This is an optimization exercise on Yosys and OpenROAD, whose aim is small area, a short achievable clock period and few clock cycles, not a production implementation.
Only simulation tests tie the RTL to the original design; equivalence was not proved.
No activity file was given, so power comes from the tool's default toggle rates.

<file path="flow/standard.sh">
#!/bin/bash
# synth_recipe.tcl (not shown) runs the flow's synth.tcl, then flattens the netlist and writes it again
# the make line also repeats each setting of config.mk as NAME=value (left out here)
make -C /OpenROAD-flow-scripts/flow DESIGN_CONFIG=/design/flow/config.mk WORK_HOME=/design/flow/orfs CLKGATE_MAP_FILE= SYNTH_SCRIPT=/design/flow/synth_recipe.tcl "${@:-finish}"
</file>
<file path="flow/flow/run.sh">
#!/bin/bash
# Layout flow: the standard ORFS flow (standard.sh, unchanged synthesis,
# floorplan, placement, CTS, routing and finish) at the design's clock period
# and constraints, with two changes to how the layout is made:
#  - every input and output port still gets its own buffer, but a
#    sky130_fd_sc_hd__buf_1 one (buffer_ports -buffer_cell);
#  - ORFS's repair_timing passes (floorplan, CTS, global route) aim for a
#    setup slack of SETUP_SLACK_MARGIN ns instead of 0, so they size and
#    buffer the design towards a shorter achieved period.
# make's full output (which includes every tool's output; ORFS also keeps a
# log per step under orfs/logs) goes to flow_make.log in the work folder.
set -euo pipefail
bash standard.sh SETUP_SLACK_MARGIN=8.3 \
    "BUFFER_PORTS_ARGS=-buffer_cell sky130_fd_sc_hd__buf_1" \
    finish > flow_make.log 2>&1
test -s out/final.def
</file>
<file path="flow/config.mk">
export PLATFORM = sky130hd
export DESIGN_NAME = pnr_seq
export DESIGN_NICKNAME = pnr_seq
export VERILOG_FILES = /design/flow/design.v
export SDC_FILE = /design/flow/constraint.sdc
export NUM_CORES = 4
export LEC_CHECK = 0
export CAP_MARGIN = 20
export CORE_MARGIN = 2
export CORE_UTILIZATION = 40
export SLEW_MARGIN = 20
</file>
<file path="flow/design.v">
module pnr_seq (
    input  wire        clk,
    input  wire        rst,
    input  wire        cmd_valid,
    output wire        cmd_ready,
    input  wire [31:0] cmd_word,
    input  wire [31:0] cmd_arg0,
    input  wire [31:0] cmd_arg1,
    input  wire [31:0] cmd_arg2,
    input  wire [9:0]  cfg_cell,
    input  wire [11:0] cfg_rs_mask,
    input  wire [15:0] cfg_rs_moff,
    output reg         done,
    output wire [7:0]  err_code,
    output reg  [30:0] prbs_x1,
    output reg  [30:0] prbs_x2,
    output reg  [30:0] prbs_cinit,
    output reg  [31:0] prbs_pos,
    output reg  [31:0] prbs_out,
    output wire [4:0]  map_i,
    output wire [4:0]  map_q,
    output wire [7:0]  map_norm,
    output reg  [30:0] rs_cinit,
    output reg         re_valid,
    output reg  [11:0] re_k,
    output reg  [1:0]  re_bits
);
    localparam [7:0] OP_NOP       = 8'h00;
    localparam [7:0] OP_PRBS_SEED = 8'h10;
    localparam [7:0] OP_PRBS_GEN  = 8'h11;
    localparam [7:0] OP_PRBS_SKIP = 8'h12;
    localparam [7:0] OP_QAM_MAP   = 8'h20;
    localparam [7:0] OP_RS_CINIT  = 8'h30;
    localparam [7:0] OP_RS_GEN    = 8'h31;
    localparam [25:0] NC_STEPS = 26'd25;
    localparam integer EXT = 64 + 31;
    function [EXT-1:0] ext1(input [30:0] x);
        integer k;
        begin
            ext1 = {EXT{1'b0}};
            ext1[30:0] = x;
            for (k = 31; k < EXT; k = k + 1)
                ext1[k] = ext1[k-28] ^ ext1[k-31];
        end
    endfunction
    function [EXT-1:0] ext2(input [30:0] x);
        integer k;
        begin
            ext2 = {EXT{1'b0}};
            ext2[30:0] = x;
            for (k = 31; k < EXT; k = k + 1)
                ext2[k] = ext2[k-28] ^ ext2[k-29] ^ ext2[k-30] ^ ext2[k-31];
        end
    endfunction
    reg  [30:0]    wx1, wx2;   
    wire [EXT-1:0] e1 = ext1(wx1);
    wire [EXT-1:0] e2 = ext2(wx2);
    reg        st_idle, busy, st_dec, st_mul, st_rinit, st_jump, st_emit;
    reg        err_rng, err_ill, err_any;
    reg [3:1]  norm_t;         
    reg        map_v;          
    reg [4:1]  map_ih, map_qh;
    reg [5:0]  s_lo;           
    reg        d_rsc, d_rsg;
    reg [31:0] rem;            
    reg        nz64, nz16, nz2, nz1;
    reg        first;          
    reg        f_gs;           
    reg        f_gen;          
    reg        f_rs;           
    reg        f_cin;          
    reg        f_seed;         
    reg        f_pb;           
    reg        f_raw;          
    reg        f_rng;          
    reg [3:0]  mcnt;
    reg [11:0] mask;
    reg        mask_one;       
    reg [11:0] mrem;           
    reg [11:0] cur;            
    reg        rb_end;         
    reg [9:0]  kb;             
    reg [8:0]  rb_left;
    reg        rb_one;         
    assign cmd_ready = st_idle;
    assign err_code  = {3'b000, err_any, 2'b00, err_ill, err_rng};
    assign map_norm  = {norm_t[3], 1'b0, norm_t[2], 1'b0, norm_t[1], 1'b0, map_v, 1'b0};
    assign map_i     = {map_ih, map_v};
    assign map_q     = {map_qh, map_v};
    wire [7:0] i_op  = cmd_word[31:24];
    wire [5:0] i_lo  = cmd_word[5:0];
    wire       i_zhi = (cmd_word[23:6] == 18'd0);
    wire       i_z24 = i_zhi & (i_lo == 6'd0);
    wire       i_rs  = i_zhi & (i_lo[5:2] == 4'd0) & (i_lo[1:0] != 2'd3);
    wire       i_nop   = (i_op == OP_NOP)       & i_z24;
    wire       i_seed  = (i_op == OP_PRBS_SEED) & i_z24;
    wire       i_gen   = (i_op == OP_PRBS_GEN)  & i_zhi & (i_lo != 6'd0) & (~i_lo[5] | (i_lo[4:0] == 5'd0));
    wire       i_skip  = (i_op == OP_PRBS_SKIP) & i_z24;
    wire       i_qam   = (i_op == OP_QAM_MAP)   & i_zhi & (i_lo[5:3] == 3'd0) & (~i_lo[2] | (i_lo[1:0] == 2'd0));
    wire       i_rsc   = (i_op == OP_RS_CINIT)  & i_rs;
    wire       i_rsg   = (i_op == OP_RS_GEN)    & i_rs;
    wire       i_legal = i_nop | i_seed | i_gen | i_skip | i_qam | i_rsc | i_rsg;
    wire       acc     = st_idle & cmd_valid;
    wire       o_seed  = (i_op == OP_PRBS_SEED);
    wire       o_gen   = (i_op == OP_PRBS_GEN);
    wire       o_skip  = (i_op == OP_PRBS_SKIP);
    wire       a_fin   = i_nop | i_qam | ~i_legal;
    wire       a_jump  = i_gen | i_skip;
    wire       a_rs    = i_rsc | i_rsg;
    wire [2:0] ord   = i_lo[2:0];
    wire [1:0] sel   = s_lo[1:0];
    wire [9:0] rb_sum   = {1'b0, rem[8:0]} + {1'b0, rem[24:16]};
    wire       rng_err  = (rb_sum > 10'd273);
    wire [15:0] s_moff = {cur, mcnt};
    wire [9:0]  r_cell = wx2[9:0];
    wire [7:0]  r_slot = wx2[17:10];
    wire [3:0]  r_symb = wx2[21:18];
    wire [5:0]  r_ssb  = wx2[27:22];
    wire        r_hf   = wx2[28];
    function [3:0] qam_t(input [2:0] o, input x2, input x4, input x6);
        case (o)
            3'd2:    qam_t = {3'b000, x2};
            3'd3:    qam_t = {2'b00, x2, ~(x2 ^ x4)};
            3'd4:    qam_t = {1'b0, x2, ~(x4 ^ x2), ~(x4 ^ x6) ^ ~x2};
            default: qam_t = 4'd0;
        endcase
    endfunction
    wire [3:0] qt_i = qam_t(ord, cmd_arg0[2], cmd_arg0[4], cmd_arg0[6]);
    wire [3:0] qt_q = qam_t(ord, cmd_arg0[3], cmd_arg0[5], cmd_arg0[7]);
    wire       qs_i = cmd_arg0[0];
    wire       qs_q = (ord == 3'd0) ? cmd_arg0[0] : cmd_arg0[1];
    wire [3:1] qn_t = {ord == 3'd4, ord >= 3'd3, ord >= 3'd2};
    wire hi_one  = (rem[31:6] == 26'd1);
    wire mid_one = (rem[5:4] == 2'd1);
    wire lo_one  = (rem[3:1] == 3'd1);
    wire jlast   = nz64 ? (hi_one & ~nz16 & ~nz2 & ~nz1)
                 : nz16 ? (mid_one & ~nz2 & ~nz1)
                 : nz2  ? (lo_one & ~nz1)
                 : 1'b1;
    wire j64 = nz64;
    wire j16 = ~nz64 & nz16;
    wire j2  = ~nz64 & ~nz16 & nz2;
    wire j1  = ~nz64 & ~nz16 & ~nz2 & nz1;
    wire jnone = ~nz64 & ~nz16 & ~nz2 & ~nz1;    
    wire e64 = st_jump & j64;
    wire e16 = st_jump & j16;
    wire e1s = st_jump & j1;
    wire [30:0] nx1 = e64 ? e1[94:64] : e16 ? e1[46:16] : e1s ? e1[31:1] : e1[32:2];
    wire [30:0] nx2 = e64 ? e2[94:64] : e16 ? e2[46:16] : e1s ? e2[31:1] : e2[32:2];
    wire [31:0] cbits = e1[31:0] ^ e2[31:0];
    reg  [31:0] gmask;
    integer gj;
    always @(*) begin
        for (gj = 0; gj < 32; gj = gj + 1)
            gmask[gj] = s_lo[5] | (gj < s_lo[4:0]);
    end
    wire [11:0] op_a   = {r_slot, r_symb} - {3'd0, r_slot, 1'b0} + 12'd1;
    wire [6:0]  i_ssb  = (r_ssb <= 6'd3) ? ({1'b0, r_ssb} + {4'd0, r_hf, 2'b00})
                                         : ({1'b0, r_ssb} + {3'd0, r_hf, 3'b000});
    wire [6:0]  i_p1   = i_ssb + 7'd1;
    wire [8:0]  c4p1   = {1'b0, r_cell[9:2]} + 9'd1;
    wire [13:0] m_x    = sel[0] ? {c4p1, 5'b00001} : {2'b00, op_a};
    wire [10:0] m_y    = sel[0] ? {i_p1, 4'd0} : {r_cell, 1'b1};
    wire [19:0] acc_n  = {wx2[18:0], 1'b0} + (wx1[30] ? {6'd0, wx1[13:0]} : 20'd0);
    wire [30:0] c_form = f_raw ? wx1
                       : f_pb  ? {5'd0, wx2[19:0], 4'd0, mrem[1:0]}
                               : {wx2[13:0], 6'd0, mrem[9:0], 1'b0};
    wire        mul_last = (mcnt == 4'd1);
    wire [3:0] ep = {cur[8] | cur[9] | cur[10] | cur[11],
                     cur[4] | cur[5] | cur[6] | cur[7],
                     cur[2] | cur[3] | cur[6] | cur[7] | cur[10] | cur[11],
                     cur[1] | cur[3] | cur[5] | cur[7] | cur[9] | cur[11]};
    wire [11:0] mnext   = mrem & ~cur;
    wire [11:0] mnext2  = mnext & (mnext - 12'd1);
    wire [11:0] mlow    = mnext & (~mnext + 12'd1);
    wire [11:0] masklow = mask & (~mask + 12'd1);
    wire [11:0] mask_m1 = mask & (mask - 12'd1);
    wire        e_last  = rb_end & rb_one;
    wire        no_res  = (mask == 12'd0) | (rb_left == 9'd0);
    wire        rinit_fin = f_rng | f_cin | (f_rs & no_res);
    wire fin = (acc & a_fin) | (st_rinit & rinit_fin) | (st_jump & jlast & ~f_rs)
             | (st_emit & e_last);
    wire idle_n = (st_idle & ~cmd_valid) | fin;
    always @(posedge clk) begin
        if (rst) begin
            st_idle    <= 1'b1;
            busy       <= 1'b0;
            st_dec     <= 1'b0;
            st_mul     <= 1'b0;
            st_rinit   <= 1'b0;
            st_jump    <= 1'b0;
            st_emit    <= 1'b0;
            done       <= 1'b0;
            err_rng    <= 1'b0;
            err_ill    <= 1'b0;
            err_any    <= 1'b0;
            prbs_x1    <= 31'd0;
            prbs_x2    <= 31'd0;
            prbs_cinit <= 31'd0;
            prbs_pos   <= 32'd0;
            prbs_out   <= 32'd0;
            map_ih     <= 4'd0;
            map_qh     <= 4'd0;
            map_v      <= 1'b0;
            norm_t     <= 3'd0;
            rs_cinit   <= 31'd0;
            re_valid   <= 1'b0;
        end else begin
            done     <= fin;
            re_valid <= st_emit;
            st_idle  <= idle_n;
            busy     <= ~idle_n;
            st_dec   <= acc & a_rs;
            st_mul   <= (st_dec & ~sel[1]) | (st_mul & ~mul_last);
            st_rinit <= (acc & i_seed) | (st_dec & sel[1]) | (st_mul & mul_last);
            st_jump  <= (acc & a_jump) | (st_rinit & ~rinit_fin) | (st_jump & ~jlast);
            st_emit  <= (st_jump & jlast & f_rs) | (st_emit & ~e_last);
            if (acc) begin
                err_rng <= 1'b0;
                err_ill <= ~i_legal;
                err_any <= ~i_legal;
                if (i_qam) begin
                    map_ih <= qt_i ^ {4{qs_i}};
                    map_qh <= qt_q ^ {4{qs_q}};
                    map_v  <= 1'b1;
                    norm_t <= qn_t;
                end
            end
            if (st_rinit & f_seed) begin
                prbs_cinit <= wx1;
                prbs_pos   <= 32'd0;
                prbs_out   <= 32'd0;
            end
            if (st_rinit) begin
                if (f_rng) begin
                    err_rng <= 1'b1;
                    err_any <= 1'b1;
                end else if (~f_seed) begin
                    rs_cinit <= c_form;
                end
            end
            if (st_jump) begin
                if (f_gs)
                    prbs_pos <= prbs_pos + {25'd0, j64, 1'b0, j16, 2'b00, j2, j1};
                if (first & f_gen)
                    prbs_out <= cbits & gmask;
                if (jlast & ~f_rs & ~jnone) begin
                    prbs_x1 <= nx1;
                    prbs_x2 <= nx2;
                end
            end
        end
    end
    always @(posedge clk) begin
        if (~busy) begin
            s_lo   <= i_lo;
            d_rsc  <= i_rsc;
            d_rsg  <= i_rsg;
            f_gs   <= o_gen | o_skip;
            f_gen  <= o_gen;
            f_seed <= o_seed;
            f_raw  <= 1'b1;
            f_rs   <= i_rsg;
            f_cin  <= i_rsc;
            f_rng  <= 1'b0;
            first  <= 1'b1;
            rem    <= o_gen ? {26'd0, i_lo} : o_seed ? {NC_STEPS, 6'd0} : cmd_arg0;
            nz64   <= o_seed | (~o_gen & (cmd_arg0[31:6] != 26'd0));
            nz16   <= o_gen ? (i_lo[5:4] != 2'd0) : (~o_seed & (cmd_arg0[5:4] != 2'd0));
            nz2    <= o_gen ? (i_lo[3:1] != 3'd0) : (~o_seed & (cmd_arg0[3:1] != 3'd0));
            nz1    <= o_gen ? i_lo[0] : (~o_seed & cmd_arg0[0]);
            if (o_gen | o_skip) begin
                wx1 <= prbs_x1;
                wx2 <= prbs_x2;
            end else begin
                wx1 <= cmd_word[29] ? cmd_arg2[30:0] : cmd_arg0[30:0];
                wx2 <= {2'b00, cmd_arg1[18:12], cmd_arg1[11:8], cmd_arg1[7:0], cfg_cell};
            end
            mask   <= cfg_rs_mask;
            cur    <= cfg_rs_moff[15:4];
            mcnt   <= cfg_rs_moff[3:0];
        end
        if (st_dec) begin
            f_pb    <= sel[0];
            f_raw   <= sel[1];
            f_rng   <= d_rsg & rng_err;
            kb      <= {1'b0, rem[8:0]} + {rem[8:0], 1'b0};
            rb_left <= rem[24:16];
            if (~sel[1]) begin
                wx1 <= {m_y, 6'd0, m_x};
                wx2 <= 31'd0;
            end
            rem  <= {{15'd0, s_moff[15:5]} + NC_STEPS, s_moff[4:3], s_moff[2:0], 1'b0};
            nz64 <= 1'b1;
            nz16 <= (s_moff[4:3] != 2'd0);
            nz2  <= (s_moff[2:0] != 3'd0);
            nz1  <= 1'b0;
            mrem <= {2'd0, r_cell};
            mcnt <= sel[0] ? 4'd7 : 4'd11;
        end
        if (st_mul) begin
            mcnt      <= mcnt - 4'd1;
            wx1[30:20] <= {wx1[29:20], 1'b0};
            wx2[19:0] <= acc_n;
        end
        if (st_rinit) begin
            mrem     <= mask;
            cur      <= masklow;
            rb_end   <= (mask_m1 == 12'd0);
            mask_one <= (mask_m1 == 12'd0);
            rb_one   <= (rb_left == 9'd1);
            wx1      <= 31'd1;
            wx2      <= c_form;
        end
        if (st_jump) begin
            wx1   <= nx1;
            wx2   <= nx2;
            first <= 1'b0;
            if (nz64) begin
                rem[31:6] <= rem[31:6] - 26'd1;
                nz64      <= ~hi_one;
            end else if (nz16) begin
                rem[5:4] <= rem[5:4] - 2'd1;
                nz16     <= ~mid_one;
            end else if (nz2) begin
                rem[3:1] <= rem[3:1] - 3'd1;
                nz2      <= ~lo_one;
            end else begin
                rem[0] <= 1'b0;
                nz1    <= 1'b0;
            end
        end
        if (st_emit) begin
            wx1     <= nx1;
            wx2     <= nx2;
            re_k    <= {kb + {8'd0, ep[3:2]}, ep[1:0]};
            re_bits <= {e1[1] ^ e2[1], e1[0] ^ e2[0]};
            if (rb_end) begin
                mrem    <= mask;
                cur     <= masklow;
                rb_end  <= mask_one;
                kb      <= kb + 10'd3;
                rb_left <= rb_left - 9'd1;
                rb_one  <= (rb_left == 9'd2);
            end else begin
                mrem   <= mnext;
                cur    <= mlow;
                rb_end <= (mnext2 == 12'd0);
            end
        end
    end
endmodule
</file>
<file path="flow/constraint.sdc">
create_clock -name core_clock -period 12.0 [get_ports {clk}]
set_input_delay 2.4000 -clock core_clock [delete_from_list [all_inputs] [get_ports {clk}]]
set_output_delay 2.4000 -clock core_clock [all_outputs]
set_load 0.01 [all_outputs]
</file>
==> results by group, run 1 <==
Routing
  – Routed wire length on met3: 13570 microns
  – Detailed router's first-iteration violation count: around 3800
  – Wire length the detailed router placed on met1: between 40000 and 50000 microns
  – Routed vias: 28493
  – Uppermost metal layer occupied by signal nets: met5
  – Via-to-Cell Ratio: just over 6
  – Average routed wire per standard cell: approximately 26 microns
  – Detailed-routing iteration count for the pre-antenna-repair pass: 6
  – Total DRC errors in the routed layout: 0
  – Final wirelength: around 120000 microns
  – Number of antenna-violating nets in the routed design: 0
  – Met2 wire length: 48860 microns

Power and ir drop
  – Sw Pwr: between 1 and 1.5 mW
  – Sequential fraction of design power: 38.8%
  – Static Leakage: between 10 and 15 nW
  – Proportion of power drawn by combinational gates: between 20% and 30%
  – Cell internal power dissipation: 2.670 mW
  – Power density over the cells: ~130 nW/um^2
  – Switching Share: between 30 and 40%
  – Fraction of power consumed by the clock network: 36.5%
  – Peak supply drop: between 0.09 and 0.1 mV

Synth
  – Cell types with the highest counts after synthesis: 424 x sky130_fd_sc_hd__nor2_1, 413 x sky130_fd_sc_hd__nand2_1, 333 x sky130_fd_sc_hd__a21oi_1, 331 x sky130_fd_sc_hd__dfxtp_1, 258 x sky130_fd_sc_hd__clkbuf_1
  – Top-area cell type share of the netlist area: between 20 and 25%
  – Xor/xnor cell area share of the yosys netlist: under 10%
  – Cell variety after synth: 88
  – Adder and majority cell fraction of the synthesized area: under 10%
  – EDFF count, synth: 70
  – Average footprint of a synthesized cell: ~7.7 sq um
  – Yosys warns: 1
  – Top FF cell, synth: sky130_fd_sc_hd__dfxtp_1
  – Combined area of all synthesized cells: between 20000 and 30000 sq um
  – Count of state elements after synthesis: between 400 and 500
  – Share of flip-flops with an asynchronous set or reset after synthesis: 0%
  – Most instantiated library cell after synthesis: sky130_fd_sc_hd__nor2_1
  – Post-Syn Instances: about 3500
  – Top post-synthesis cells by area: sky130_fd_sc_hd__dfxtp_1 25%, sky130_fd_sc_hd__edfxtp_1 7.8%, sky130_fd_sc_hd__a21oi_1 6.2%
  – Compound-cell area share of the yosys netlist: approximately a quarter
  – Mux share of post-synthesis cell area: 3.448%
  – Largest area contributor in the synthesized netlist: sky130_fd_sc_hd__dfxtp_1
  – Basic-gate share of the synthesized area counting and, or, nand and nor cells: approximately a fifth
  – Share of synthesized area occupied by flip-flops and latches: about a third
  – Main combinational cell family by area after synthesis: compound AO/OA/AOI/OAI gates

Setup path
  – Element type at the critical path end: flip-flop
  – Critical path origin: cmd_word[29]
  – Critical Path End: wx2[6]
  – Worst reg2reg path depth: 11
  – Largest delay contributor family on the critical path: compound AO/OA/AOI/OAI gates
  – RR Endpoint: wx2[19]
  – Data required time of the critical path: around 12 ns
  – Kind of start point of the critical path: input port
  – Crit path max fanout: 6
  – Standard cell with the maximum stage delay on the critical path: sky130_fd_sc_hd__a221o_1
  – Number of buffers and inverters on the critical path: 4
  – Logic depth of the worst setup path including buffers: 10
  – Cell occurring most often along the worst timing path: sky130_fd_sc_hd__buf_12
  – Critical path start-end classification: in -> reg
  – Crit path largest cell delay: 0.38 ns
  – Start of the worst register-to-register path: wx1[30]
  – Arrival time of the worst setup path: ~4.3 ns
  – Cells along the critical path: clkbuf_16, buf_12, nor4b_4, nand3_4, buf_12, buf_16, mux2i_2, o21ai_1, a221o_1, a22o_1
  – Register-to-Register Setup Slack: between 8 and 9 ns

CTS
  – CTS buffer count: 48
  – Number of hold buffers added after cts: 0
  – Clock slew seen by the registers of the worst setup and hold paths: around 0.06 ns
  – Clk buf depth: 3
  – Clock latency on the worst-skew pair: slightly above 0.6 ns
  – # H-tree levels: 2
  – CTS tree: done
  – Library cell used as clock root buffer: sky130_fd_sc_hd__clkbuf_16
  – Number of sinks handled by clock tree synthesis: approximately 400

Place
  – IO Port Bufs: approximately 380
  – Final Wtd Congestion: roughly 0.97
  – Number of cells in the design after placement: 4474
  – Cell area after placement: a little under 30000 sq um
  – Placed wire-length estimate: slightly above 80000 microns

STA
  – Slew margin rel.: a little under a quarter
  – Final clock skew: about 0.035 ns
  – Worst hold slack: roughly 0.45 ns
  – Total setup violations reported at the end of the flow: 0
  – Achievable frequency: roughly 0.26 GHz
  – Shortest clock period the worst path allows after layout: between 3 and 4 ns
  – Sum Neg Setup Slack: 0 ns
  – Period Utilization, post-route: 31.68%
  – Count of final max-slew check failures: 0
  – Final Hold Vio Count: 0
  – RSZ-0062 raised after global routing: yes
  – Actual transition at the worst max-transition pin: 1.154 ns

Floorplanning
  – Die width: ~260 microns
  – Area of the die: between 60000 and 70000 sq um
  – Top-Level Pins: 400
  – Die height: 263.1 microns
  – Number of placement rows: 94
  – Starting density of the core: between 40% and 50%
  – Core area: 66100 sq um

Global route
  – Sum of overflow across all layers after global routing: 0
  – Via count of the first global-routing pass: roughly 26000
  – Largest net degree at the start of global routing: between 90 and 100
  – Global-route usage over all layers: between 30% and 40%
  – Global-route wire length before repair: 172200 microns
  – Antenna violations before repair: 5

Final layout
  – Filler cell count: between 6000 and 7000
  – Final instance area: ~32000 sq um
  – Post-synthesis to final-layout area growth: 18.04%
  – Share of post-route cells with drive strength above 1: under 10%
  – Final instance count without filler cells: approximately 4600
  – Nets@finish: 3964

Status
  – Run status: finished clean

Run
  – Max-cap viol count: 0

Hold path
  – Worst Hold Class: reg -> reg
[cells by family (layout without fill, tap and decap cells)]
kind of cell             Yosys count  after routing
AND/OR/NAND/NOR                 1228           1229
AO/OA/AOI/OAI                   1018           1018
flip-flops                       401            401
buffers and inverters            373            634
XOR/XNOR                         257            257
adder cells (fa/ha/maj)           97             97
multiplexers                      92             92
other                              1             13
[what timing repair did]
item	4_1_cts	5_1_grt
pin swaps	24	40
resized for setup	74	79
setup endpoints to repair	107	128
hold endpoints to repair	0	0
buffers inserted	23	7
gates cloned	8	1
[sequential cells by signal (all words and copies together), names as in the netlist, 6 cells and up]
signal      flops
rem            32
s_lo            6
rb_left         9
prbs_cinit     31
re_k           12
rs_cinit       31
prbs_x2        31
prbs_x1        31
wx1            31
mask           12
mrem           12
wx2            31
prbs_out       32
prbs_pos       32
kb             10
cur            12
[per-layer routing]
layer / track usage, % / up-vias
met3: 8.241 / 320
met2: 47.55 / 1620
li1: - / 12911
met5: 0 / -
met4: 14.63 / 6
met1: 44.78 / 13636
[worst min path at each step]
stage                   start              to  slack [ns]  cells past startpoint
2_1_floorplan         s_lo[0]            f_pb        0.42                      0
3_3_place_gp   prbs_cinit[29]  prbs_cinit[29]        0.44                      2
3_5_place_dp    prbs_cinit[7]   prbs_cinit[7]        0.45                      2
4_1_cts         prbs_cinit[7]   prbs_cinit[7]        0.45                      2
5_1_grt          rs_cinit[20]    rs_cinit[20]        0.47                      2
6_report       prbs_cinit[16]  prbs_cinit[16]        0.45                      2
[cell type report]
type	count	area [sq um]	area share, %
repair buffers	484	2616	8.253
diodes	4	10.01	0.03158
flip-flops and latches	401	8738	27.57
well taps	864	1081	3.410
inverters	62	236.5	0.7460
clock inverters	15	147.6	0.4657
clock buffers	73	1398	4.409
multi-input cells	2702	17470	55.12
[per-stage QoR]
stage / total power [mW] / util [%] / setup slack [ns]
final: 4.030 / 47.96 / 8.199
after global routing: 4.159 / 47.95 / 8.175
after CTS: 3.994 / 47.31 / 8.184
after detailed placement: 2.511 / 43.77 / 6.799
after global placement: 2.511 / 43.77 / 6.811
after floorplan: 2.190 / - / 8.022
[tightest hold or removal path: cells and delay by family, from the launching register on]
family,cells,cell delay (ns)
and+or+nand+nor,1,0.05
DFF,1,0.30
AOI/OAI and AO/OA,1,0.05
[power by group through the flow]
| stage | Clock, mW | Combinational [mW] | Sequential [mW] |
|---|---|---|---|
| final | 1.47 | 0.996 | 1.56 |
| after CTS | 1.49 | 0.953 | 1.55 |
| after global routing | 1.54 | 1.06 | 1.56 |
| after detailed placement | 0 | 0.930 | 1.58 |
| after floorplan | 0 | 0.710 | 1.48 |
| after global placement | 0 | 0.930 | 1.58 |
[cell usage in the layout (no fill, tap or decap), types with 78 or more instances in the layout]
cell type	Yosys	routed
sky130_fd_sc_hd__xor2_1	112	111
sky130_fd_sc_hd__buf_1	28	362
sky130_fd_sc_hd__a21oi_1	333	316
sky130_fd_sc_hd__nor2_1	424	407
sky130_fd_sc_hd__nand2_1	413	406
sky130_fd_sc_hd__mux2i_1	88	78
sky130_fd_sc_hd__ha_1	90	90
sky130_fd_sc_hd__buf_4	16	82
sky130_fd_sc_hd__xnor2_1	135	135
sky130_fd_sc_hd__o21ai_0	214	175
sky130_fd_sc_hd__dfxtp_1	331	325
sky130_fd_sc_hd__nand3_1	101	97
Testbench counts, summed over its fixed seeds: cycles 50,011.
==> run 2: changes to the inputs <==
--- a/flow/design.v
+++ b/flow/design.v
@@ -61,7 +61,7 @@
     reg        map_v;          
     reg [4:1]  map_ih, map_qh;
     reg [5:0]  s_lo;           
-    reg        d_rsc, d_rsg;
+    reg        d_rsc, d_rsg, d_gen;
     reg [31:0] rem;            
     reg        nz64, nz16, nz2, nz1;
     reg        first;          
@@ -73,6 +73,7 @@
     reg        f_pb;           
     reg        f_raw;          
     reg        f_rng;          
+    reg        f_rsx;          
     reg [3:0]  mcnt;
     reg [11:0] mask;
     reg        mask_one;       
@@ -104,9 +105,9 @@
     wire       o_seed  = (i_op == OP_PRBS_SEED);
     wire       o_gen   = (i_op == OP_PRBS_GEN);
     wire       o_skip  = (i_op == OP_PRBS_SKIP);
+    wire       o_rs    = (i_op[7:1] == 7'h18);      
     wire       a_fin   = i_nop | i_qam | ~i_legal;
-    wire       a_jump  = i_gen | i_skip;
-    wire       a_rs    = i_rsc | i_rsg;
+    wire       a_dec   = i_gen | i_skip | i_rsc | i_rsg;
     wire [2:0] ord   = i_lo[2:0];
     wire [1:0] sel   = s_lo[1:0];
     wire [9:0] rb_sum   = {1'b0, rem[8:0]} + {1'b0, rem[24:16]};
@@ -210,10 +211,10 @@
             re_valid <= st_emit;
             st_idle  <= idle_n;
             busy     <= ~idle_n;
-            st_dec   <= acc & a_rs;
-            st_mul   <= (st_dec & ~sel[1]) | (st_mul & ~mul_last);
-            st_rinit <= (acc & i_seed) | (st_dec & sel[1]) | (st_mul & mul_last);
-            st_jump  <= (acc & a_jump) | (st_rinit & ~rinit_fin) | (st_jump & ~jlast);
+            st_dec   <= acc & a_dec;
+            st_mul   <= (st_dec & f_rsx & ~sel[1]) | (st_mul & ~mul_last);
+            st_rinit <= (acc & i_seed) | (st_dec & f_rsx & sel[1]) | (st_mul & mul_last);
+            st_jump  <= (st_dec & f_gs) | (st_rinit & ~rinit_fin) | (st_jump & ~jlast);
             st_emit  <= (st_jump & jlast & f_rs) | (st_emit & ~e_last);
             if (acc) begin
                 err_rng <= 1'b0;
@@ -227,7 +228,7 @@
                 end
             end
             if (st_rinit & f_seed) begin
-                prbs_cinit <= wx1;
+                prbs_cinit <= rem[30:0];
                 prbs_pos   <= 32'd0;
                 prbs_out   <= 32'd0;
             end
@@ -256,6 +257,8 @@
             s_lo   <= i_lo;
             d_rsc  <= i_rsc;
             d_rsg  <= i_rsg;
+            d_gen  <= o_gen;
+            f_rsx  <= o_rs;
             f_gs   <= o_gen | o_skip;
             f_gen  <= o_gen;
             f_seed <= o_seed;
@@ -264,23 +267,30 @@
             f_cin  <= i_rsc;
             f_rng  <= 1'b0;
             first  <= 1'b1;
-            rem    <= o_gen ? {26'd0, i_lo} : o_seed ? {NC_STEPS, 6'd0} : cmd_arg0;
-            nz64   <= o_seed | (~o_gen & (cmd_arg0[31:6] != 26'd0));
-            nz16   <= o_gen ? (i_lo[5:4] != 2'd0) : (~o_seed & (cmd_arg0[5:4] != 2'd0));
-            nz2    <= o_gen ? (i_lo[3:1] != 3'd0) : (~o_seed & (cmd_arg0[3:1] != 3'd0));
-            nz1    <= o_gen ? i_lo[0] : (~o_seed & cmd_arg0[0]);
-            if (o_gen | o_skip) begin
-                wx1 <= prbs_x1;
-                wx2 <= prbs_x2;
-            end else begin
-                wx1 <= cmd_word[29] ? cmd_arg2[30:0] : cmd_arg0[30:0];
-                wx2 <= {2'b00, cmd_arg1[18:12], cmd_arg1[11:8], cmd_arg1[7:0], cfg_cell};
-            end
+            rem    <= cmd_arg0;
+            wx1    <= cmd_arg2[30:0];
+            wx2    <= {2'b00, cmd_arg1[18:12], cmd_arg1[11:8], cmd_arg1[7:0], cfg_cell};
             mask   <= cfg_rs_mask;
             cur    <= cfg_rs_moff[15:4];
             mcnt   <= cfg_rs_moff[3:0];
         end
-        if (st_dec) begin
+        if (st_dec & f_gs) begin
+            wx1 <= prbs_x1;
+            wx2 <= prbs_x2;
+            if (d_gen) begin
+                rem  <= {26'd0, s_lo};
+                nz64 <= 1'b0;
+                nz16 <= (s_lo[5:4] != 2'd0);
+                nz2  <= (s_lo[3:1] != 3'd0);
+                nz1  <= s_lo[0];
+            end else begin
+                nz64 <= (rem[31:6] != 26'd0);
+                nz16 <= (rem[5:4] != 2'd0);
+                nz2  <= (rem[3:1] != 3'd0);
+                nz1  <= rem[0];
+            end
+        end
+        if (st_dec & f_rsx) begin
             f_pb    <= sel[0];
             f_raw   <= sel[1];
             f_rng   <= d_rsg & rng_err;
@@ -303,6 +313,13 @@
             wx1[30:20] <= {wx1[29:20], 1'b0};
             wx2[19:0] <= acc_n;
         end
+        if (st_rinit & f_seed) begin
+            rem  <= {NC_STEPS, 6'd0};
+            nz64 <= 1'b1;
+            nz16 <= 1'b0;
+            nz2  <= 1'b0;
+            nz1  <= 1'b0;
+        end
         if (st_rinit) begin
             mrem     <= mask;
             cur      <= masklow;
@@ -310,7 +327,7 @@
             mask_one <= (mask_m1 == 12'd0);
             rb_one   <= (rb_left == 9'd1);
             wx1      <= 31'd1;
-            wx2      <= c_form;
+            wx2      <= f_seed ? rem[30:0] : c_form;
         end
         if (st_jump) begin
             wx1   <= nx1;
==> run 2 against run 1 <==
Effect of this change:
- fmax up 1.6%
- critical path type unchanged
- largest power group is now the clock network
- clock power about the same
- routed wire length up 0.11%
==> results by group, run 2 <==
CTS
  – Number of sinks handled by clock tree synthesis: about 400
  – Library cell used as clock root buffer: sky130_fd_sc_hd__clkbuf_16
  – Number of hold buffers added after cts: 0
  – Clock latency on the worst-skew pair: 0.62 ns
  – Clk buf depth: 3
  – Clock slew seen by the registers of the worst setup and hold paths: about 0.060 ns
  – CTS buffer count: 49
  – # H-tree levels: 2
  – CTS tree: done

Setup path
  – Crit path max fanout: 3
  – Kind of start point of the critical path: input port
  – Element type at the critical path end: flip-flop
  – Data required time of the critical path: ~13 ns
  – Critical path start-end classification: in -> reg
  – Arrival time of the worst setup path: 4.28 ns

Synth
  – Top post-synthesis cells by area: sky130_fd_sc_hd__dfxtp_1 24%, sky130_fd_sc_hd__edfxtp_1 7.9%, sky130_fd_sc_hd__a21oi_1 5.9%
  – Combined area of all synthesized cells: ~27000 sq um
  – Most instantiated library cell after synthesis: sky130_fd_sc_hd__nor2_1
  – Cell types with the highest counts after synthesis: 398 x sky130_fd_sc_hd__nor2_1, 357 x sky130_fd_sc_hd__nand2_1, 331 x sky130_fd_sc_hd__dfxtp_1, 319 x sky130_fd_sc_hd__a21oi_1, 257 x sky130_fd_sc_hd__clkbuf_1
  – Share of synthesized area occupied by flip-flops and latches: about a third
  – Post-Syn Instances: 3441
  – Count of state elements after synthesis: between 400 and 500
  – EDFF count, synth: 71
  – Top-area cell type share of the netlist area: between 20% and 30%
  – Share of flip-flops with an asynchronous set or reset after synthesis: 0%
  – Top FF cell, synth: sky130_fd_sc_hd__dfxtp_1
  – Yosys warns: 1
  – Average footprint of a synthesized cell: 7.882 sq um
  – Largest area contributor in the synthesized netlist: sky130_fd_sc_hd__dfxtp_1
  – Cell variety after synth: 79

Final layout
  – Registers with the highest flip-flop counts: prbs_out: 32 flops, prbs_pos: 32 flops, rem: 32 flops
  – Post-synthesis to final-layout area growth: 13.32%
  – Final instance count without filler cells: 4547
  – Final cell utilization of the core: between 40% and 50%
  – Nets@finish: 3905
  – Most common library cell in the layout ignoring fill and taps: sky130_fd_sc_hd__nor2_1
  – Share of post-route cells with drive strength above 1: 6.917%
  – Leading cell types in the layout, fill and taps excluded: 393 x sky130_fd_sc_hd__nor2_1, 368 x sky130_fd_sc_hd__buf_1, 355 x sky130_fd_sc_hd__nand2_1, 318 x sky130_fd_sc_hd__a21oi_1, 315 x sky130_fd_sc_hd__dfxtp_1
  – Filler cell count: roughly 7000

Routing
  – Detailed router's first-iteration violation count: 3374
  – Via-to-Cell Ratio: a little over 6
  – Number of antenna-violating nets in the routed design: 0
  – Final wirelength: around 120000 microns
  – Total DRC errors in the routed layout: 0
  – Average routed wire per standard cell: around 26 microns
  – Detailed-routing iteration count for the pre-antenna-repair pass: 6
  – Routed vias: 27834

STA
  – RSZ-0062 raised after global routing: yes
  – Actual transition at the worst max-transition pin: around 1.2 ns
  – Achievable frequency: 0.2673 GHz
  – Final Hold Vio Count: 0
  – Slew margin rel.: between 10% and 20%
  – Sum Neg Setup Slack: 0 ns
  – Count of final max-slew check failures: 0
  – Total setup violations reported at the end of the flow: 0
  – Shortest clock period the worst path allows after layout: ~3.7 ns
  – Final clock skew: ~0.016 ns
  – Period Utilization, post-route: between 30% and 40%

Floorplanning
  – Starting density of the core: 40.39%
  – Die height: between 200 and 300 microns
  – Number of placement rows: 95
  – Core area: between 60000 and 70000 sq um
  – Area of the die: approximately 70000 sq um
  – Top-Level Pins: 400
  – Die width: between 200 and 300 microns

Place
  – Placed wire-length estimate: 84830 microns
  – Final Wtd Congestion: 1.007
  – IO Port Bufs: 376
  – Number of cells in the design after placement: 4450

Global route
  – Layer with the highest usage: met2
  – Global-route track usage on met3: under 10%
  – Met1 usage: 42.37%
  – GR met2 Demand/Resource: 48.95%
  – Antenna violations before repair: 5
  – Global-route usage over all layers: between 30% and 40%
  – Via count of the first global-routing pass: between 20000 and 30000
  – Largest net degree at the start of global routing: 91
  – Global-route wire length before repair: roughly 170000 microns
  – Sum of overflow across all layers after global routing: 0

Hold path
  – Worst Hold Class: reg -> reg

Power and ir drop
  – Sequential fraction of design power: between 40% and 50%
  – Cell internal power dissipation: 2.476 mW
  – Proportion of power drawn by combinational gates: between 10% and 20%
  – Sw Pwr: just over 1 mW
  – Peak supply drop: 0.1000 mV
  – Switching Share: roughly 29%
  – Fraction of power consumed by the clock network: roughly 43%
  – Static Leakage: 11.03 nW
  – Power density over the cells: around 110 nW/um^2

Run
  – Max-cap viol count: 0

Status
  – Run status: finished clean
==> run 2: cell types whose count changed after synthesis, moves of 12 or more <==
cell / change
sky130_fd_sc_hd__a211oi_1: -20
sky130_fd_sc_hd__a21oi_1: -14
sky130_fd_sc_hd__a221o_1: +12
sky130_fd_sc_hd__a311oi_1: +15
sky130_fd_sc_hd__mux2i_1: +42
sky130_fd_sc_hd__nand2_1: -56
sky130_fd_sc_hd__nand3_1: +12
sky130_fd_sc_hd__nor2_1: -26
sky130_fd_sc_hd__o22ai_1: +17
==> run 2: worst paths after layout <==
path / start / endpoint / slack (ns) / cells after the start
setup reg to reg: rem[20] / prbs_x2[2] / 8.42 / 7
setup / recovery: cmd_word[9] / st_rinit / 8.26 / 7
hold reg to reg: prbs_cinit[13] / prbs_cinit[13] / 0.45 / 2
hold / removal: prbs_cinit[13] / prbs_cinit[13] / 0.45 / 2
==> run 2: area by class of cell <==
| cell class | instances | area (sq um) | share of cell area, % |
|---|---|---|---|
| Sequential cell | 402 | 8781 | 28.57 |
| Multi-Input combinational cell | 2662 | 16990 | 55.27 |
| Clock inverter | 18 | 201.4 | 0.6554 |
| Clock buffer | 68 | 1349 | 4.388 |
| Antenna cell | 2 | 5.005 | 0.01628 |
| Inverter | 62 | 232.7 | 0.7572 |
| Tap cell | 873 | 1092 | 3.554 |
| Timing Repair Buffer | 460 | 2088 | 6.794 |
==> run 2: stage by stage <==
step                      worst slack (ns)  power [mW]  hold slack (ns)  cell area, sq um
final                                8.259       3.490           0.4516             30740
after global placement               7.103       2.002           0.4424             28990
after floorplan                      7.681       1.818           0.4275             27190
after global routing                 8.162       3.589           0.4713             30730
after CTS                            8.246       3.485           0.4535             30630
after detailed placement             7.094       2.001           0.4453             28990
==> run 2: layer usage <==
| layer | share of wire, % | routed length (microns) |
|---|---|---|
| met3 | 11 | 13310 |
| met5 | 0.036 | 43 |
| met1 | 40 | 47500 |
| met4 | 5.8 | 6869 |
| met2 | 43 | 50430 |
==> run 2: cells by family after synthesis <==
| group | share of synthesized area, % |
|---|---|
| other cells | 0.01383 |
| flops | 32.29 |
| compound gates | 23.69 |
| xor+xnor | 8.917 |
| mux | 4.964 |
| fa+ha+maj | 4.844 |
| buf+inv | 5.679 |
| simple gates | 19.60 |
==> run 2: worst max-delay path, cell delays in order <==
cell and delay [ns]:
sky130_fd_sc_hd__buf_1 0.07, sky130_fd_sc_hd__or4_4 0.53, sky130_fd_sc_hd__nor4_4 0.35, sky130_fd_sc_hd__nand3b_1 0.20
sky130_fd_sc_hd__buf_4 0.18, sky130_fd_sc_hd__or4_4 0.41, sky130_fd_sc_hd__a21oi_1 0.12
==> run 2: power by group through the flow <==
stage / clock (mW) / sequential [mW] / combinational [mW]
floorplan: 0 / 1.44 / 0.376
global placement: 0 / 1.49 / 0.509
detailed placement: 0 / 1.49 / 0.508
CTS: 1.51 / 1.46 / 0.513
global route: 1.56 / 1.47 / 0.562
finish: 1.49 / 1.47 / 0.528
==> run 2: timing repair <==
item,CTS,global route
pin swaps,6,6
cloned,0,0
setup endpoints to repair,109,33
setup buffers,6,2
resized for setup,8,27
Testbench counts of run 2, summed over its fixed seeds: cycles 50,285.
==> run 3: changes to the inputs <==
--- a/flow/design.v
+++ b/flow/design.v
@@ -161,8 +161,9 @@
     wire [6:0]  i_p1   = i_ssb + 7'd1;
     wire [8:0]  c4p1   = {1'b0, r_cell[9:2]} + 9'd1;
     wire [13:0] m_x    = sel[0] ? {c4p1, 5'b00001} : {2'b00, op_a};
-    wire [10:0] m_y    = sel[0] ? {i_p1, 4'd0} : {r_cell, 1'b1};
-    wire [19:0] acc_n  = {wx2[18:0], 1'b0} + (wx1[30] ? {6'd0, wx1[13:0]} : 20'd0);
+    wire [11:0] m_y    = sel[0] ? {1'b0, i_p1, 4'd0} : {1'b0, r_cell, 1'b1};
+    wire [19:0] acc_n  = {wx2[17:0], 2'b00} + (wx1[30] ? {5'd0, wx1[13:0], 1'b0} : 20'd0)
+                                            + (wx1[29] ? {6'd0, wx1[13:0]} : 20'd0);
     wire [30:0] c_form = f_raw ? wx1
                        : f_pb  ? {5'd0, wx2[19:0], 4'd0, mrem[1:0]}
                                : {wx2[13:0], 6'd0, mrem[9:0], 1'b0};
@@ -297,7 +298,7 @@
             kb      <= {1'b0, rem[8:0]} + {rem[8:0], 1'b0};
             rb_left <= rem[24:16];
             if (~sel[1]) begin
-                wx1 <= {m_y, 6'd0, m_x};
+                wx1 <= {m_y, 5'd0, m_x};
                 wx2 <= 31'd0;
             end
             rem  <= {{15'd0, s_moff[15:5]} + NC_STEPS, s_moff[4:3], s_moff[2:0], 1'b0};
@@ -306,11 +307,11 @@
             nz2  <= (s_moff[2:0] != 3'd0);
             nz1  <= 1'b0;
             mrem <= {2'd0, r_cell};
-            mcnt <= sel[0] ? 4'd7 : 4'd11;
+            mcnt <= sel[0] ? 4'd4 : 4'd6;
         end
         if (st_mul) begin
             mcnt      <= mcnt - 4'd1;
-            wx1[30:20] <= {wx1[29:20], 1'b0};
+            wx1[30:19] <= {wx1[28:19], 2'b00};
             wx2[19:0] <= acc_n;
         end
         if (st_rinit & f_seed) begin
==> run 3 against run 2 <==
Effect of this change:
- die area up 0.37%
- non-clock buffer count down 8
- register-to-register slack got worse by 0.10 ns
==> results by group, run 3 <==
Routing
  – Detailed-routing iteration count for the pre-antenna-repair pass: 8
  – Total DRC errors in the routed layout: 0
  – Via-to-Cell Ratio: 6.079
  – Routed vias: around 28000
  – Final wirelength: roughly 120000 microns
  – Average routed wire per standard cell: ~25 microns
  – Number of antenna-violating nets in the routed design: 0
  – Detailed router's first-iteration violation count: between 3000 and 4000

Synth
  – Average footprint of a synthesized cell: a little under 8 sq um
  – Combined area of all synthesized cells: ~27000 sq um
  – Share of flip-flops with an asynchronous set or reset after synthesis: 0%
  – Largest area contributor in the synthesized netlist: sky130_fd_sc_hd__dfxtp_1
  – Top FF cell, synth: sky130_fd_sc_hd__dfxtp_1
  – Post-Syn Instances: ~3500
  – Top-area cell type share of the netlist area: roughly a quarter
  – Cell types with the highest counts after synthesis: 473 x sky130_fd_sc_hd__nand2_1, 390 x sky130_fd_sc_hd__nor2_1, 331 x sky130_fd_sc_hd__dfxtp_1, 330 x sky130_fd_sc_hd__a21oi_1, 246 x sky130_fd_sc_hd__clkbuf_1
  – Top post-synthesis cells by area: sky130_fd_sc_hd__dfxtp_1 24%, sky130_fd_sc_hd__edfxtp_1 7.8%, sky130_fd_sc_hd__nand2_1 6.5%
  – Count of state elements after synthesis: 402
  – Yosys warns: 1
  – EDFF count, synth: 71
  – Cell variety after synth: between 90 and 100
  – Most instantiated library cell after synthesis: sky130_fd_sc_hd__nand2_1
  – Share of synthesized area occupied by flip-flops and latches: about a third

Power and ir drop
  – Power density over the cells: about 130 nW/um^2
  – Sw Pwr: approximately 1.4 mW
  – Cell internal power dissipation: 2.658 mW
  – Fraction of power consumed by the clock network: 37.2%
  – Peak supply drop: around 0.12 mV
  – Proportion of power drawn by combinational gates: between 20% and 30%
  – Static Leakage: 11.43 nW
  – Switching Share: roughly 34%
  – Sequential fraction of design power: 38.7%

Setup path
  – Data required time of the critical path: between 10 and 15 ns
  – Standard cell with the maximum stage delay on the critical path: sky130_fd_sc_hd__or4_4
  – Element type at the critical path end: flip-flop
  – Critical path start-end classification: in -> reg
  – Cell occurring most often along the worst timing path: sky130_fd_sc_hd__or4_4
  – Arrival time of the worst setup path: between 4 and 5 ns
  – Register-to-Register Setup Slack: ~8.3 ns
  – Crit path largest cell delay: roughly 0.53 ns
  – Cells along the critical path: buf_1, or4_4, nor3_4, nand4_1, or4_4, nor2_4, buf_6, mux2i_1, nor2_1
  – Largest delay contributor family on the critical path: simple AND/OR/NAND/NOR gates
  – Crit path max fanout: 5
  – Number of buffers and inverters on the critical path: 2
  – Kind of start point of the critical path: input port

Floorplanning
  – Top-Level Pins: 400
  – Core area: around 67000 sq um
  – Die height: approximately 260 microns
  – Number of placement rows: 95
  – Area of the die: ~70000 sq um
  – Die width: roughly 260 microns
  – Starting density of the core: just over 40%

Global route
  – Largest net degree at the start of global routing: 95
  – Sum of overflow across all layers after global routing: 0
  – Global-route usage over all layers: 31.83%
  – Global-route wire length before repair: 167800 microns
  – Via count of the first global-routing pass: 24825
  – Antenna violations before repair: 4

Final layout
  – Leading cell types in the layout, fill and taps excluded: 470 x sky130_fd_sc_hd__nand2_1, 383 x sky130_fd_sc_hd__nor2_1, 361 x sky130_fd_sc_hd__buf_1, 328 x sky130_fd_sc_hd__a21oi_1, 304 x sky130_fd_sc_hd__dfxtp_1
  – Filler cell count: approximately 6900
  – Nets@finish: a little under 4000
  – Post-synthesis to final-layout area growth: 13.66%
  – Registers with the highest flip-flop counts: prbs_out: 32 flops, prbs_pos: 32 flops, rem: 32 flops
  – Final cell utilization of the core: a little under half
  – FF/Latch Area: about 9000 sq um
  – Share of post-route cells with drive strength above 1: under 10%
  – Final instance count without filler cells: ~4600
  – Final instance area: ~31000 sq um
  – Most common library cell in the layout ignoring fill and taps: sky130_fd_sc_hd__nand2_1
  – Area taken by multi-input logic gates: approximately 17000 sq um

Place
  – IO Port Bufs: between 300 and 400
  – Cell area after placement: slightly below 30000 sq um
  – Placed wire-length estimate: a little over 80000 microns
  – Final Wtd Congestion: approximately 1
  – Number of cells in the design after placement: between 4000 and 5000

CTS
  – Clock slew seen by the registers of the worst setup and hold paths: 0.06 ns
  – Number of sinks handled by clock tree synthesis: roughly 400
  – # H-tree levels: 2
  – Clock latency on the worst-skew pair: around 0.65 ns
  – Clk buf depth: 3
  – CTS tree: done
  – Number of hold buffers added after cts: 0
  – Library cell used as clock root buffer: sky130_fd_sc_hd__clkbuf_16
  – CTS buffer count: 48

STA
  – Slew margin rel.: a little under a third
  – Final clock skew: 0.05722 ns
  – Final Hold Vio Count: 0
  – Sum Neg Setup Slack: 0 ns
  – Count of final max-slew check failures: 0
  – Actual transition at the worst max-transition pin: approximately 1.0 ns
  – RSZ-0062 raised after global routing: yes
  – Achievable frequency: roughly 0.26 GHz
  – Shortest clock period the worst path allows after layout: 3.799 ns
  – Total setup violations reported at the end of the flow: 0
  – Period Utilization, post-route: 31.66%
  – Worst hold slack: around 0.45 ns

Run
  – Max-cap viol count: 0

Status
  – Run status: finished clean

Hold path
  – Worst Hold Class: reg -> reg
[run 3: cell count changes in the layout (fill, tap and decap cells not counted), sizes merged, moves of 16 or more]
cell and change:
nand3 -68, inv +28, nand2 +116, or3 -16
nor2 +38, a21oi +19, o21ai -45
[run 3: final cells by class]
class	instances	area share (%)
Antenna cell	2	0.01617
Timing Repair Buffer	452	6.643
Tap cell	873	3.530
Clock inverter	26	0.8855
Multi-Input combinational cell	2663	55.04
Clock buffer	62	4.347
Inverter	89	1.092
Sequential cell	402	28.45
[run 3: logic make-up (layout without fill, tap and decap cells)]
group | after synthesis | in the layout | share of synthesized area (%)
AOI/OAI and AO/OA | 930 | 930 | 22.19
xor gates and xnor gates | 281 | 281 | 9.353
adders and majority gates | 113 | 113 | 5.681
buffers and inverters | 398 | 629 | 6.090
DFF | 402 | 402 | 32.17
muxes | 129 | 129 | 4.771
other | 1 | 11 | 0.01377
and+or+nand+nor | 1201 | 1201 | 19.73
[run 3: per-stage QoR]
stage	worst slack, ns	total power [mW]
2_1_floorplan	7.664	2.199
3_5_place_dp	7.247	2.513
5_1_grt	8.067	4.187
6_report	8.201	4.050
3_3_place_gp	7.274	2.514
4_1_cts	8.188	4.019
[run 3: worst min-delay path, cell delays in order (launching register included)]
cell	delay (ns)
sky130_fd_sc_hd__dfxtp_1	0.31
sky130_fd_sc_hd__nand2_1	0.05
sky130_fd_sc_hd__a21oi_1	0.05
[run 3: path summary, 6_finish.rpt]
| check | start | end | cells past startpoint |
|---|---|---|---|
| worst max register to register | wx2[5] | wx2[17] | 12 |
| worst min-delay path | prbs_cinit[18] | prbs_cinit[18] | 2 |
| worst min register to register | prbs_cinit[18] | prbs_cinit[18] | 2 |
| worst max-delay path | cmd_word[9] | map_ih[2] | 9 |
[run 3: timing repair]
action / 4_1_cts / 5_1_grt
endpoints found under the setup margin: 72 / 72
gates cloned: 1 / 0
pin swaps: 7 / 7
gates resized for setup: 44 / 43
setup buffers: 3 / 6
[run 3: power by group through the flow]
stage          Sequential (mW)  Clock, mW  Combinational, mW
3_5_place_dp              1.59          0              0.927
3_3_place_gp              1.59          0              0.927
4_1_cts                   1.56       1.52              0.937
6_report                  1.57       1.51              0.976
2_1_floorplan             1.48          0              0.723
5_1_grt                   1.56       1.58               1.04
[run 3: layer usage]
metal	global-route usage, %	routed length, microns	share of wire (%)	up-vias
li1	-	-	-	12604
met1	44.17	48250	42	13137
met2	45.24	47550	41	1706
met3	8.407	13890	12	320
met4	16.03	6444	5.5	6
met5	0	34	0.029	-
Testbench counts of run 3, summed over its fixed seeds: cycles 49,452.
==> run 4: changes to the inputs <==
--- a/flow/design.v
+++ b/flow/design.v
@@ -162,8 +162,11 @@
     wire [8:0]  c4p1   = {1'b0, r_cell[9:2]} + 9'd1;
     wire [13:0] m_x    = sel[0] ? {c4p1, 5'b00001} : {2'b00, op_a};
     wire [11:0] m_y    = sel[0] ? {1'b0, i_p1, 4'd0} : {1'b0, r_cell, 1'b1};
-    wire [19:0] acc_n  = {wx2[17:0], 2'b00} + (wx1[30] ? {5'd0, wx1[13:0], 1'b0} : 20'd0)
-                                            + (wx1[29] ? {6'd0, wx1[13:0]} : 20'd0);
+    wire        bz     = (wx1[30] == wx1[29]) & (wx1[29] == wx1[28]);
+    wire        bneg   = wx1[30] & ~bz;
+    wire        btwo   = (wx1[30] ^ wx1[29]) & (wx1[29] == wx1[28]);
+    wire [19:0] bmag   = bz ? 20'd0 : btwo ? {5'd0, wx1[13:0], 1'b0} : {6'd0, wx1[13:0]};
+    wire [19:0] acc_n  = {wx2[17:0], 2'b00} + (bmag ^ {20{bneg}}) + {19'd0, bneg};
     wire [30:0] c_form = f_raw ? wx1
                        : f_pb  ? {5'd0, wx2[19:0], 4'd0, mrem[1:0]}
                                : {wx2[13:0], 6'd0, mrem[9:0], 1'b0};
==> flow/flow/run.sh (replaced) <==
#!/bin/bash
# Layout flow: the standard ORFS flow (standard.sh, unchanged synthesis,
# floorplan, placement, CTS, routing and finish) at the design's clock period
# and constraints, with three changes to how the layout is made:
#  - every input and output port still gets its own buffer, but a
#    sky130_fd_sc_hd__buf_1 one (buffer_ports -buffer_cell);
#  - ORFS's repair_timing passes (floorplan, CTS, global route) aim for a
#    setup slack of SETUP_SLACK_MARGIN ns instead of 0, so they size and
#    buffer the design towards a shorter achieved period;
#  - CTS clusters up to 24 sinks within 100 um per leaf buffer (fewer clock
#    buffers; every register still gets the same balanced tree).
# make's full output (which includes every tool's output; ORFS also keeps a
# log per step under orfs/logs) goes to flow_make.log in the work folder.
set -euo pipefail
bash standard.sh SETUP_SLACK_MARGIN=8.3 \
    "BUFFER_PORTS_ARGS=-buffer_cell sky130_fd_sc_hd__buf_1" \
    CTS_CLUSTER_SIZE=24 CTS_CLUSTER_DIAMETER=100 \
    finish > flow_make.log 2>&1
test -s out/final.def
==> run 4 against run 3 <==
Effect of this change:
- synthesized cell count up 0.90%
- fmax shrank 3.4%
- clock power down 35%
- core utilization is 1.1 points lower
- critical endpoint is now st_idle
- combinational power decreased by about 40%
- via count down 0.92%
- sequential share of layout area is 0.73 points higher
- clock-buffer cell count down 30
- critical path type unchanged
- critical path depth is the same
- highest routed layer unchanged
- register-to-register slack gained 0.08 ns
- largest power group unchanged
- first-iteration DRC count shrank 13%
==> results by group, run 4 <==
CTS
  – Number of sinks handled by clock tree synthesis: around 400
  – CTS buffer count: 24
  – Clk buf depth: 3
  – Clock latency on the worst-skew pair: about 0.62 ns
  – Clock slew seen by the registers of the worst setup and hold paths: around 0.10 ns
  – Library cell used as clock root buffer: sky130_fd_sc_hd__clkbuf_16
  – CTS tree: done
  – # H-tree levels: 1

Floorplanning
  – Die width: between 200 and 300 microns
  – Area of the die: around 70000 sq um
  – Number of placement rows: 95
  – Core area: approximately 67000 sq um
  – Die height: 263.9 microns
  – Top-Level Pins: 400
  – Starting density of the core: between 40% and 50%

Power and ir drop
  – Power density over the cells: between 100 and 150 nW/um^2
  – PnR Total Power: 3.041 mW
  – Peak supply drop: 0.09737 mV
  – Static Leakage: 10.98 nW

Synth
  – Top post-synthesis cells by area: sky130_fd_sc_hd__dfxtp_1 25%, sky130_fd_sc_hd__edfxtp_1 7.9%, sky130_fd_sc_hd__a21oi_1 6.8%
  – Count of state elements after synthesis: around 400
  – Largest area contributor in the synthesized netlist: sky130_fd_sc_hd__dfxtp_1
  – Share of synthesized area occupied by flip-flops and latches: between 30% and 40%
  – Combined area of all synthesized cells: 27020 sq um
  – EDFF count, synth: 71
  – Post-Syn Instances: 3486
  – Cell types with the highest counts after synthesis: 480 x sky130_fd_sc_hd__nor2_1, 389 x sky130_fd_sc_hd__nand2_1, 365 x sky130_fd_sc_hd__a21oi_1, 331 x sky130_fd_sc_hd__dfxtp_1, 249 x sky130_fd_sc_hd__clkbuf_1
  – Yosys warns: 1
  – Cell variety after synth: 87
  – Most instantiated library cell after synthesis: sky130_fd_sc_hd__nor2_1
  – Average footprint of a synthesized cell: slightly below 8 sq um
  – Top-area cell type share of the netlist area: around a quarter
  – Share of flip-flops with an asynchronous set or reset after synthesis: 0%
  – Top FF cell, synth: sky130_fd_sc_hd__dfxtp_1

STA
  – RSZ-0062 raised after global routing: yes
  – Final Hold Vio Count: 0
  – Worst hold slack: between 0.4 and 0.5 ns
  – Count of final max-slew check failures: 0
  – Shortest clock period the worst path allows after layout: 3.932 ns
  – Total setup violations reported at the end of the flow: 0
  – Final clock skew: between 0.04 and 0.05 ns
  – Sum Neg Setup Slack: 0 ns
  – Actual transition at the worst max-transition pin: 1.138 ns
  – Period Utilization, post-route: between 30% and 40%
  – Worst path setup slack after routing: about 8 ns
  – Slew margin rel.: a little under a quarter
  – Achievable frequency: between 0.2 and 0.3 GHz

Final layout
  – Leading cell types in the layout, fill and taps excluded: 469 x sky130_fd_sc_hd__nor2_1, 385 x sky130_fd_sc_hd__nand2_1, 370 x sky130_fd_sc_hd__buf_1, 364 x sky130_fd_sc_hd__a21oi_1, 311 x sky130_fd_sc_hd__dfxtp_1
  – Registers with the highest flip-flop counts: prbs_out: 32 flops, prbs_pos: 32 flops, rem: 32 flops
  – Most common library cell in the layout ignoring fill and taps: sky130_fd_sc_hd__nor2_1
  – Post-synthesis to final-layout area growth: 11.50%
  – Share of post-route cells with drive strength above 1: under 10%
  – Final cell utilization of the core: between 40% and 50%
  – Nets@finish: 3928

Setup path
  – Crit path max fanout: 2
  – Data required time of the critical path: about 13 ns
  – Critical path origin: cmd_word[2]
  – Element type at the critical path end: flip-flop
  – Arrival time of the worst setup path: about 4.4 ns
  – Critical path start-end classification: in -> reg
  – Kind of start point of the critical path: input port
  – Start of the worst register-to-register path: wx1[7]

Place
  – Post-placement worst setup slack: between 7 and 8 ns
  – Final Wtd Congestion: a little under 1
  – IO Port Bufs: 376
  – Placed wire-length estimate: slightly above 80000 microns

Routing
  – Average routed wire per standard cell: around 25 microns
  – Via-to-Cell Ratio: ~6
  – Final wirelength: between 100000 and 150000 microns
  – Number of antenna-violating nets in the routed design: 0
  – Total DRC errors in the routed layout: 0
  – Routed vias: 27517
  – Detailed router's first-iteration violation count: ~3000
  – Detailed-routing iteration count for the pre-antenna-repair pass: 6

Global route
  – Met1 usage: ~43%
  – Global-route wire length before repair: approximately 170000 microns
  – Sum of overflow across all layers after global routing: 0
  – Global-route track usage on met3: roughly 6.4%
  – Layer with the highest usage: met2
  – Largest net degree at the start of global routing: a little over 90
  – GR met2 Demand/Resource: about 47%
  – Antenna violations before repair: 5
  – Via count of the first global-routing pass: about 25000
  – Global-route usage over all layers: 31.47%

Status
  – Run status: finished clean

Hold path
  – Startpoint of the tightest hold check path: prbs_out[19]
  – Worst Hold Class: reg -> reg

Run
  – Max-cap viol count: 0
==> run 4: worst max-delay path: stages <==
cell	delay (ns)
sky130_fd_sc_hd__buf_12	0.10
sky130_fd_sc_hd__or3_4	0.38
sky130_fd_sc_hd__o31ai_2	0.18
sky130_fd_sc_hd__nand4b_1	0.18
sky130_fd_sc_hd__a2111oi_4	0.42
sky130_fd_sc_hd__o21ai_2	0.13
sky130_fd_sc_hd__nor2b_1	0.14
sky130_fd_sc_hd__o21ai_1	0.16
sky130_fd_sc_hd__or3b_1	0.35
==> run 4: power breakdown <==
part	internal (mW)	total (mW)	switching (mW)	leakage (nW)
registers	1.39	1.48	0.0844	3.44
logic	0.244	0.588	0.344	7.15
clock network	0.422	0.975	0.552	0.385
total	2.06	3.04	0.981	11.0
==> run 4: layer usage <==
layer,up-vias,routed length [microns]
met3,295,12370
met4,4,5996
li1,12676,-
met1,12997,48020
met2,1545,48520
met5,-,22
==> run 4: kinds of logic (layout without fill, tap and decap cells) <==
logic type | count (synthesis) | after routing | synth area share (%)
compound gates | 983 | 983 | 23.12
xor+xnor | 284 | 284 | 9.526
fa+ha+maj | 105 | 105 | 4.964
buf+inv | 388 | 569 | 5.705
flops | 402 | 402 | 32.42
mux | 137 | 137 | 5.099
other cells | 1 | 10 | 0.01388
simple gates | 1186 | 1186 | 19.16
==> run 4: final timing paths <==
kind	cells after the start	slack, ns	endpoint
setup / recovery	9	8.07	st_idle
hold / removal	2	0.46	prbs_out[19]
setup reg to reg	12	8.40	wx2[19]
hold reg to reg	2	0.46	prbs_out[19]
==> run 4: metrics by stage <==
stage	std cells	area, sq um
2_1_floorplan	3494	27100
3_3_place_gp	4489	28860
3_5_place_dp	4489	28860
4_1_cts	4542	29920
5_1_grt	4549	30130
6_report	4549	30130
==> run 4: final cells by class <==
cell class,count,area (sq um)
fillers,6926,36910
clock inverters,11,167.7
diodes,1,2.502
repair buffers,455,2145
clock buffers,32,640.6
flip-flops and latches,402,8788
multi-input cells,2704,17020
well taps,873,1092
inverters,71,266.5
==> run 4: timing repair <==
action,CTS,global route
pin swaps,9,17
endpoints found under the setup margin,42,52
endpoints found under the hold margin,0,0
setup buffers,9,5
gates resized for setup,33,46
cloned,1,1
hold buffers,0,0
Testbench counts of run 4, summed over its fixed seeds: cycles 49,452.

re-timing with driven ports:
In the flow no input, the clock included, has a driving cell. The finished layouts below were timed again as built, in two steps.
Step 1 assumes that a clkbuf_16 drives the clock port and a buf_2 every other input.
Step 2 moves the port delays by t, midway between the first and last clock arrival at a register: inputs arrive t later, outputs are due t later. That takes back most of the time a late clock gives input paths.
Three values: ideal ports, drivers, drivers and shift; two values: the first two.
run | shift t [ns] | slack for setup (ns) | worst setup path after step 2
run 1 | 0.657 | 8.199 / 8.213 / 7.555 | input to register
run 2 | 0.671 | 8.259 / 8.241 / 7.629 | input to register
run 3 | 0.688 | 8.201 / 8.242 / 7.554 | input to register
run 4 | 0.659 | 8.068 / 8.082 / 7.423 | input to register
After both steps every run listed still meets setup and hold. For run 3, which loses most, drivers alone change the setup slack by +0.041 ns; drivers and shift together by -0.647 ns.
